This design comes from an exercise in tuning for small area on the open sky130 flow, not from production work.
Function was checked by simulation only, so behaviour that the tests miss may differ from the original.
No activity file was given, so power comes from the tool's default toggle rates.

[flow/design.v]
module s6afb_rx (
    input  wire        clk,
    input  wire        init,         
    input  wire        rx_take,      
    input  wire [7:0]  rx_data,
    input  wire [31:0] tick,
    input  wire        wd_restart,   
    output reg  [15:0] acc_x,
    output reg  [15:0] acc_y,
    output reg  [15:0] acc_z,
    output reg  [15:0] gyro_x,
    output reg  [15:0] gyro_y,
    output reg  [15:0] gyro_z,
    output reg  [15:0] angle_x,
    output reg  [15:0] angle_y,
    output reg  [15:0] angle_z,
    output reg  [15:0] mag_x,
    output reg  [15:0] mag_y,
    output reg  [15:0] mag_z,
    output reg  [15:0] temp,
    output reg  [15:0] volt,
    output reg  [15:0] version,
    output reg  [31:0] last_frame_ts,
    output reg  [31:0] angle_period,
    output reg  [87:0] echo           
);
    localparam [7:0] SYNC       = 8'h55;
    localparam [7:0] TYPE_ACC   = 8'h51;
    localparam [7:0] TYPE_GYRO  = 8'h52;
    localparam [7:0] TYPE_ANGLE = 8'h53;
    localparam [7:0] TYPE_MAG   = 8'h54;
    localparam [7:0] TYPE_ECHO  = 8'h5F;
    reg [7:0]  rx_buf [0:10];
    reg [3:0]  rx_cursor;
    reg [31:0] angle_ts;
    integer i;
    reg [7:0] sum;
    always @(*) begin
        sum = 8'd0;
        for (i = 0; i < 10; i = i + 1)
            sum = sum + rx_buf[i];
    end
    wire discard     = (rx_cursor == 4'd0) && (rx_data != SYNC);
    wire last_byte   = (rx_cursor == 4'd10);
    wire frame_valid = rx_take && last_byte && (sum == rx_data);
    wire [15:0] f0 = {rx_buf[3], rx_buf[2]};
    wire [15:0] f1 = {rx_buf[5], rx_buf[4]};
    wire [15:0] f2 = {rx_buf[7], rx_buf[6]};
    wire [15:0] f3 = {rx_buf[9], rx_buf[8]};
    always @(posedge clk) begin
        if (init) begin
            for (i = 0; i < 11; i = i + 1)
                rx_buf[i] <= 8'd0;
            rx_cursor     <= 4'd0;
            angle_ts      <= 32'd0;
            acc_x         <= 16'd0;
            acc_y         <= 16'd0;
            acc_z         <= 16'd0;
            gyro_x        <= 16'd0;
            gyro_y        <= 16'd0;
            gyro_z        <= 16'd0;
            angle_x       <= 16'd0;
            angle_y       <= 16'd0;
            angle_z       <= 16'd0;
            mag_x         <= 16'd0;
            mag_y         <= 16'd0;
            mag_z         <= 16'd0;
            temp          <= 16'd0;
            volt          <= 16'd0;
            version       <= 16'd0;
            last_frame_ts <= 32'd0;
            angle_period  <= 32'd0;
            echo          <= 88'd0;
        end else begin
            if (wd_restart)
                rx_cursor <= 4'd0;
            if (rx_take && !discard) begin
                for (i = 0; i < 11; i = i + 1)
                    if (rx_cursor == i)
                        rx_buf[i] <= rx_data;
                if (last_byte)
                    rx_cursor <= 4'd0;
                else
                    rx_cursor <= rx_cursor + 4'd1;
            end
            if (frame_valid) begin
                last_frame_ts <= tick;
                case (rx_buf[1])
                    TYPE_ACC: begin
                        acc_x <= f0;
                        acc_y <= f1;
                        acc_z <= f2;
                        temp  <= f3;
                    end
                    TYPE_GYRO: begin
                        gyro_x <= f0;
                        gyro_y <= f1;
                        gyro_z <= f2;
                        volt   <= f3;
                    end
                    TYPE_ANGLE: begin
                        angle_x      <= f0;
                        angle_y      <= f1;
                        angle_z      <= f2;
                        version      <= f3;
                        angle_period <= tick - angle_ts;
                        angle_ts     <= tick;
                    end
                    TYPE_MAG: begin
                        mag_x <= f0;
                        mag_y <= f1;
                        mag_z <= f2;
                        temp  <= f3;
                    end
                    TYPE_ECHO: begin
                        echo <= {rx_buf[0], rx_buf[1], rx_buf[2], rx_buf[3],
                                 rx_buf[4], rx_buf[5], rx_buf[6], rx_buf[7],
                                 rx_buf[8], rx_buf[9], rx_data};
                    end
                    default: ;
                endcase
            end
        end
    end
endmodule
module s6afb_tx (
    input  wire        clk,
    input  wire        init,
    input  wire        issue_stb,
    input  wire [7:0]  issue_reg,
    input  wire [15:0] issue_val,
    input  wire        drive_stb,
    input  wire [31:0] tick,
    output reg         issue_busy,   
    output reg         tx_stb,       
    output reg  [39:0] tx_data       
);
    localparam [1:0] IDLE           = 2'd0;
    localparam [1:0] UNLOCK_PENDING = 2'd1;
    localparam [1:0] UNLOCK_SENT    = 2'd2;
    localparam [1:0] COMMAND_SENT   = 2'd3;
    localparam [39:0] UNLOCK_FRAME = 40'hFF_AA_69_88_B5;
    localparam [31:0] T_GAP        = 32'd10;
    reg [7:0]  cmd_frame [0:4];
    reg [1:0]  tx_progress;
    reg [31:0] tx_ts;
    wire [31:0] elapsed  = tick - tx_ts;
    wire        gap_done = (elapsed >= T_GAP);
    integer i;
    always @(posedge clk) begin
        if (init) begin
            for (i = 0; i < 5; i = i + 1)
                cmd_frame[i] <= 8'd0;
            tx_progress <= IDLE;
            tx_ts       <= 32'd0;
            issue_busy  <= 1'b0;
            tx_stb      <= 1'b0;
            tx_data     <= 40'd0;
        end else begin
            issue_busy <= 1'b0;
            tx_stb     <= 1'b0;
            if (issue_stb) begin
                if (tx_progress != IDLE) begin
                    issue_busy <= 1'b1;
                end else begin
                    cmd_frame[0] <= 8'hFF;
                    cmd_frame[1] <= 8'hAA;
                    cmd_frame[2] <= issue_reg;
                    cmd_frame[3] <= issue_val[7:0];
                    cmd_frame[4] <= issue_val[15:8];
                    tx_progress  <= UNLOCK_PENDING;
                end
            end
            if (drive_stb) begin
                case (tx_progress)
                    IDLE: ;
                    UNLOCK_PENDING: begin
                        tx_stb      <= 1'b1;
                        tx_data     <= UNLOCK_FRAME;
                        tx_ts       <= tick;
                        tx_progress <= UNLOCK_SENT;
                    end
                    UNLOCK_SENT: begin
                        if (gap_done) begin
                            tx_stb      <= 1'b1;
                            tx_data     <= {cmd_frame[0], cmd_frame[1], cmd_frame[2],
                                            cmd_frame[3], cmd_frame[4]};
                            tx_ts       <= tick;
                            tx_progress <= COMMAND_SENT;
                        end
                    end
                    COMMAND_SENT: begin
                        if (gap_done)
                            tx_progress <= IDLE;
                    end
                endcase
            end
        end
    end
endmodule
module s6afb_wd (
    input  wire        clk,
    input  wire        init,
    input  wire        wd_stb,
    input  wire [31:0] tick,
    input  wire [31:0] last_frame_ts,
    output wire        restart
);
    localparam [31:0] T_STALE   = 32'd100;
    localparam [31:0] T_RESTART = 32'd100;
    reg [31:0] wd_restart_ts;
    wire [31:0] since_frame   = tick - last_frame_ts;
    wire [31:0] since_restart = tick - wd_restart_ts;
    assign restart = wd_stb && (since_frame > T_STALE) && (since_restart >= T_RESTART);
    always @(posedge clk) begin
        if (init)
            wd_restart_ts <= 32'd0;
        else if (restart)
            wd_restart_ts <= tick;
    end
endmodule
module s6afb (
    input  wire        clk,
    input  wire [31:0] tick,
    input  wire        init_stb,
    input  wire [3:0]  init_tag,
    input  wire        rx_stb,
    input  wire [3:0]  rx_tag,
    input  wire [7:0]  rx_data,
    input  wire        issue_stb,
    input  wire [7:0]  issue_reg,
    input  wire [15:0] issue_val,
    input  wire        drive_stb,
    input  wire        wd_stb,
    output wire        issue_busy,
    output reg         rx_arm,
    output wire        tx_stb,
    output wire [39:0] tx_data,
    output wire [15:0] acc_x,
    output wire [15:0] acc_y,
    output wire [15:0] acc_z,
    output wire [15:0] gyro_x,
    output wire [15:0] gyro_y,
    output wire [15:0] gyro_z,
    output wire [15:0] angle_x,
    output wire [15:0] angle_y,
    output wire [15:0] angle_z,
    output wire [15:0] mag_x,
    output wire [15:0] mag_y,
    output wire [15:0] mag_z,
    output wire [15:0] temp,
    output wire [15:0] volt,
    output wire [15:0] version,
    output wire [31:0] last_frame_ts,
    output wire [31:0] angle_period,
    output wire [87:0] echo
);
    reg  [3:0] cfg_tag;
    wire       rx_take = rx_stb && (rx_tag == cfg_tag);
    wire       wd_restart;
    always @(posedge clk) begin
        if (init_stb)
            cfg_tag <= init_tag;
        rx_arm <= init_stb || rx_take || wd_restart;
    end
    s6afb_rx u_rx (
        .clk           (clk),
        .init          (init_stb),
        .rx_take       (rx_take),
        .rx_data       (rx_data),
        .tick          (tick),
        .wd_restart    (wd_restart),
        .acc_x         (acc_x),
        .acc_y         (acc_y),
        .acc_z         (acc_z),
        .gyro_x        (gyro_x),
        .gyro_y        (gyro_y),
        .gyro_z        (gyro_z),
        .angle_x       (angle_x),
        .angle_y       (angle_y),
        .angle_z       (angle_z),
        .mag_x         (mag_x),
        .mag_y         (mag_y),
        .mag_z         (mag_z),
        .temp          (temp),
        .volt          (volt),
        .version       (version),
        .last_frame_ts (last_frame_ts),
        .angle_period  (angle_period),
        .echo          (echo)
    );
    s6afb_tx u_tx (
        .clk        (clk),
        .init       (init_stb),
        .issue_stb  (issue_stb),
        .issue_reg  (issue_reg),
        .issue_val  (issue_val),
        .drive_stb  (drive_stb),
        .tick       (tick),
        .issue_busy (issue_busy),
        .tx_stb     (tx_stb),
        .tx_data    (tx_data)
    );
    s6afb_wd u_wd (
        .clk           (clk),
        .init          (init_stb),
        .wd_stb        (wd_stb),
        .tick          (tick),
        .last_frame_ts (last_frame_ts),
        .restart       (wd_restart)
    );
endmodule
[flow/run.sh]
#!/bin/bash
# synth_recipe.tcl (not shown) runs the flow's synth.tcl, then flattens the netlist and writes it again
# the make line also repeats each setting of config.mk as NAME=value (left out here)
make -C /OpenROAD-flow-scripts/flow DESIGN_CONFIG=/design/flow/config.mk WORK_HOME=/design/flow/orfs CLKGATE_MAP_FILE= SYNTH_SCRIPT=/design/flow/synth_recipe.tcl finish
[flow/config.mk]
export PLATFORM = sky130hd
export DESIGN_NAME = s6afb
export DESIGN_NICKNAME = s6afb
export VERILOG_FILES = /design/flow/design.v
export SDC_FILE = /design/flow/constraint.sdc
export NUM_CORES = 4
export LEC_CHECK = 0
export CAP_MARGIN = 20
export CORE_MARGIN = 2
export CORE_UTILIZATION = 40
export SLEW_MARGIN = 20
[flow/constraint.sdc]
create_clock -name core_clock -period 10.0 [get_ports {clk}]
set_input_delay 2.0000 -clock core_clock [delete_from_list [all_inputs] [get_ports {clk}]]
set_output_delay 2.0000 -clock core_clock [all_outputs]
set_load 0.01 [all_outputs]
==> key figures <==
Layout
  • Most frequent cells in the layout: sky130_fd_sc_hd__nand2_1, sky130_fd_sc_hd__dfxtp_1, sky130_fd_sc_hd__a21oi_1
  • Layout overhead on the synthesized area: 26.7%
  • Share of the core filled with cells in the final layout: 0.509
  • Fill cell count: 7,589
  • Number of nets at the end of the flow: ~4,600
  • Leading cell type in the layout, fill and taps excluded: sky130_fd_sc_hd__nand2_1
  • Antenna Diode Count: 0
  • Fraction of final layout cells sized beyond drive strength 1: 0.0489

Power
  • Leak Pwr: about 14 nW
  • Switching power: between 1.5 and 2 mW
  • Final Total Pwr: 5.97 mW
  • VDD IR max: between 0.0001 and 0.00015 V
  • Clock network fraction of design power: 0.464
  • Sequential fraction of design power: 0.428
  • PwrDens: roughly 150 nW/um^2
  • Relative contribution of combinational cells to total power: 0.108
  • Total internal power: roughly 4.4 mW
  • Fraction of power spent switching nets: 0.260

Synth
  • Primary FF master, synth: sky130_fd_sc_hd__dfxtp_1
  • Synthesized cell area: roughly 32,000 sq um
  • Share of synthesized registers carrying an async set or reset: 0
  • Cells after Synth: about 3,900
  • Number of flops mapped to enable cells by yosys: 4
  • Yosys warning count: 6
  • Number of storage elements in the synthesis netlist: between 600 and 700
  • Sequential-to-total area share from yosys stat: 0.401
  • Average cell area after synthesis: ~8.0 sq um
  • Count of unique library cells instantiated by Yosys: between 90 and 100

GRT
  • Via count of the first global-routing pass: between 20,000 and 30,000
  • Wire length of the first global-routing pass: 166,000 microns
  • Initial antenna violation count: 0
  • Gr usage total: 0.261
  • Overflow after GRT: 0
  • Largest net degree at the start of global routing: roughly 170

Critical path
  • Combined buffer and inverter count along the critical path: 5
  • Cell-by-cell listing of the critical path: fa_1 > inv_1 > fa_1 > fa_1 > fa_1 > inv_1 > fa_1 > inv_1 > fa_1 > xor2_1 > nand4_1 > nor3_1 > nand3b_1 > nor3_2 > buf_4 > and4b_2 > buf_4 > nand2_1 > a21oi_1
  • Crit-path leading delay family: adder cells
  • Type of the setup path with the least slack: reg -> reg
  • Crit path largest cell delay: roughly 0.85 ns
  • CP Capture Type: flip-flop
  • Endpoint of the most critical register-to-register path: u_rx.mag_y[11]
  • Required time of the critical path: 10.56 ns
  • Largest fanout on the critical path: 35
  • Most common cell type on the critical path: sky130_fd_sc_hd__fa_1
  • Number of logic stages on the critical path including buffering: 19
  • Master of the slowest instance on the critical path: sky130_fd_sc_hd__and4b_2
  • Critical path startpoint category: flip-flop
  • Reg-to-reg setup timing slack: about 3 ns
  • Source of the critical timing path: u_rx.rx_buf[2][1]
  • Origin of the critical flop-to-flop path: u_rx.rx_buf[2][1]
  • End point of the critical path: u_rx.mag_y[11]
  • Number of cells traversed by the worst register-to-register path: 19
  • Arrival @ worst endpoint: about 7.6 ns

Placed design
  • Count of buffers inserted at the top-level ports: between 500 and 600
  • Routability Congestion: around 0.96
  • DP Wirelength: slightly below 80,000 microns

Min path
  • Hold Crit Class: reg -> reg
  • Number of cells on the worst hold path: 2

Floorplanning
  • Die height: about 290 microns
  • Effective utilization at floorplan: 0.402
  • Area inside the core boundary: 78,600 sq um
  • Die X-Extent: 285 microns
  • FP Rows: a little over 100
  • Total die area: 81,300 sq um
  • Number of top-level design ports: roughly 500

CTS
  • Deepest level of the CTS H-tree: 3
  • Sink Count: 631
  • Clock edge transition at the registers on the reported setup and hold paths: ~0.06 ns
  • Total of cells resized after clock tree synthesis: 0
  • CTS tree: built
  • CTS buffer count: 73
  • Master cell of the clock root buffer: sky130_fd_sc_hd__clkbuf_16
  • Clock latency reported for the late side of the worst-skew pair: ~0.64 ns
  • Count of hold buffers inserted by post-cts repair: 0
  • Setup bufs post-CTS: 0
  • Bufs on Longest Clock Path: 3

STA
  • Sum of negative setup slack: 0 ns
  • Max-slew violation total from the final report: 0
  • Post-layout minimum cycle time: 6.99 ns
  • Final setup vio count: 0
  • Hold violation total from the final report: 0
  • Worst Skew: 0.0301 ns
  • Final clock period utilization by the worst path: 0.699
  • RSZ-0062 raised after global routing: false
  • Post-route worst hold slack: 0.448 ns
  • Slew at the pin closest to its max-slew limit: ~1.1 ns
  • Maximum frequency from static timing analysis: 143 MHz
  • Slew margin rel.: 0.276

Route
  • Number of remaining DRC errors: 0
  • Via density per instance: 5.27
  • Detailed-route via count: between 20,000 and 30,000
  • Number of design-rule violations left by the first detailed-router iteration: between 2,000 and 2,500
  • Residual antenna-violating net count after detailed routing: 0
  • Iteration count of the initial detailed-routing pass: 5
  • Routed WL: approximately 110,000 microns
  • Wire per inst: 20.2 microns

Run
  • Max-cap check violation count: 0

Status
  • Run status: timing/DRC/antenna clean
worst register-to-register path, stage by stage, from the launching register on:
cell	delay [ns]
sky130_fd_sc_hd__dfxtp_1	0.67
sky130_fd_sc_hd__fa_1	0.51
sky130_fd_sc_hd__inv_1	0.10
sky130_fd_sc_hd__fa_1	0.47
sky130_fd_sc_hd__fa_1	0.41
sky130_fd_sc_hd__fa_1	0.51
sky130_fd_sc_hd__inv_1	0.05
sky130_fd_sc_hd__fa_1	0.53
sky130_fd_sc_hd__inv_1	0.07
sky130_fd_sc_hd__fa_1	0.55
sky130_fd_sc_hd__xor2_1	0.19
sky130_fd_sc_hd__nand4_1	0.11
sky130_fd_sc_hd__nor3_1	0.20
sky130_fd_sc_hd__nand3b_1	0.12
sky130_fd_sc_hd__nor3_2	0.27
sky130_fd_sc_hd__buf_4	0.57
sky130_fd_sc_hd__and4b_2	0.85
sky130_fd_sc_hd__buf_4	0.46
sky130_fd_sc_hd__nand2_1	0.14
sky130_fd_sc_hd__a21oi_1	0.15
registers in the layout (all words and copies together), names as in the netlist, 25 cells and up:
signal,flops
u_rx.rx_buf,80
u_wd.wd_restart_ts,32
u_tx.tx_ts,32
u_tx.tx_data,25
u_rx.angle_ts,32
u_rx.last_frame_ts,32
u_rx.angle_period,32
u_rx.echo,88
u_tx.cmd_frame,25
layer usage:
layer / track usage / wire length, microns
met5: 0 / 0
met4: 0.0774 / 3370
met3: 0.0470 / 7340
met2: 0.430 / 51100
met1: 0.349 / 48400
power by group through the flow:
stage	registers [mW]	logic, mW	clock network [mW]
6_report	2.56	0.646	2.77
2_1_floorplan	2.61	0.430	0
3_3_place_gp	2.61	0.640	0
4_1_cts	2.56	0.642	2.82
3_5_place_dp	2.61	0.639	0
5_1_grt	2.56	0.706	2.92
synthesized netlist by cell type (all sizes together), types with 8 or more instances:
cell type / number / area share
o2111ai: 8 / 0.0022
clkbuf: 185 / 0.022
nand2: 883 / 0.10
a21oi: 535 / 0.085
dfxtp: 627 / 0.40
o211ai: 10 / 0.0024
fa: 54 / 0.034
nand2b: 112 / 0.022
a311oi: 9 / 0.0027
a21boi: 8 / 0.0019
o21a: 17 / 0.0040
ha: 140 / 0.055
nor4: 16 / 0.0034
and3: 19 / 0.0038
mux2i: 169 / 0.054
o21ai: 98 / 0.016
or4: 8 / 0.0019
nand4: 22 / 0.0044
a21o: 37 / 0.0088
nor3b: 15 / 0.0036
xor2: 18 / 0.0050
o22ai: 11 / 0.0022
nand3: 52 / 0.0082
nor2: 238 / 0.028
nor2b: 24 / 0.0048
and2: 10 / 0.0020
o21bai: 17 / 0.0042
xnor2: 72 / 0.020
inv: 235 / 0.028
buf: 53 / 0.010
a211oi: 19 / 0.0045
o31ai: 17 / 0.0046
nor3: 40 / 0.0063
or3: 12 / 0.0024
a211o: 10 / 0.0028
a31oi: 27 / 0.0053
kinds of logic (layout without fill, tap and decap cells):
family	Yosys count	in the layout	synth area share
buf+inv	473	938	0.0600
other cells	1	4	0.000119
fa+ha+maj	194	194	0.0896
xor+xnor	90	90	0.0249
flops	631	631	0.401
compound gates	876	876	0.163
simple gates	1491	1491	0.207
mux	173	173	0.0550
how the worst min path moves through the flow:
stage | from | end | slack [ns]
5_1_grt | u_rx.volt[15] | u_rx.volt[15] | 0.46
3_5_place_dp | u_rx.angle_y[0] | u_rx.angle_y[0] | 0.44
2_1_floorplan | u_rx.angle_ts[10] | u_rx.angle_ts[10] | 0.43
3_3_place_gp | u_rx.echo[26] | u_rx.echo[26] | 0.44
6_report | u_tx.cmd_frame[2][3] | u_tx.cmd_frame[2][3] | 0.45
4_1_cts | u_rx.angle_y[0] | u_rx.angle_y[0] | 0.45
area by class of cell:
cell class                      instances  area [sq um]  area share
Clock inverter                         24           398     0.00994
Timing Repair Buffer                  570          5560       0.139
Tap cell                             1050          1310      0.0328
Multi-Input combinational cell       2828         17100       0.427
Inverter                              235           882      0.0220
Sequential cell                       631         12700       0.317
Clock buffer                          109          2120      0.0530
per-stage QoR:
step / cell area, sq um / std cells / setup slack [ns]
final: 40000 / 5447 / 3.01
after global routing: 40000 / 5447 / 2.61
after CTS: 40000 / 5447 / 2.97
after detailed placement: 37500 / 5314 / 2.44
after global placement: 37500 / 5314 / 2.47
after floorplan: 31600 / 3932 / 4.23

-- separate check: timing with driven ports --
How much do the figures lean on ideal ports? The routed layout below was timed once more, with nothing changed but the port constraints. Step 1 (the two cells are an assumption about what drives the block):
set clk [get_ports {clk}]
set_driving_cell -lib_cell sky130_fd_sc_hd__clkbuf_16 $clk
set_driving_cell -lib_cell sky130_fd_sc_hd__buf_2 [delete_from_list [all_inputs] $clk]
Step 2 also shifts input and output timing later by t, the mid clock arrival at the registers, as if the neighbouring blocks saw the same clock. Three values: ideal, step 1, step 2; two values: the first two.
shift t [ns]: 0.689
slack for setup (ns): 3.005 / 3.005 / 2.377
worst setup path after step 2: input to register
latest minus earliest clock arrival (ns): 0.030 / 0.030
worst slew at a driven data input, ns: 0.06
After both steps setup and hold are still met in this run. The setup slack of this run moves by 0.000 ns with the drivers and by -0.628 ns with both steps.
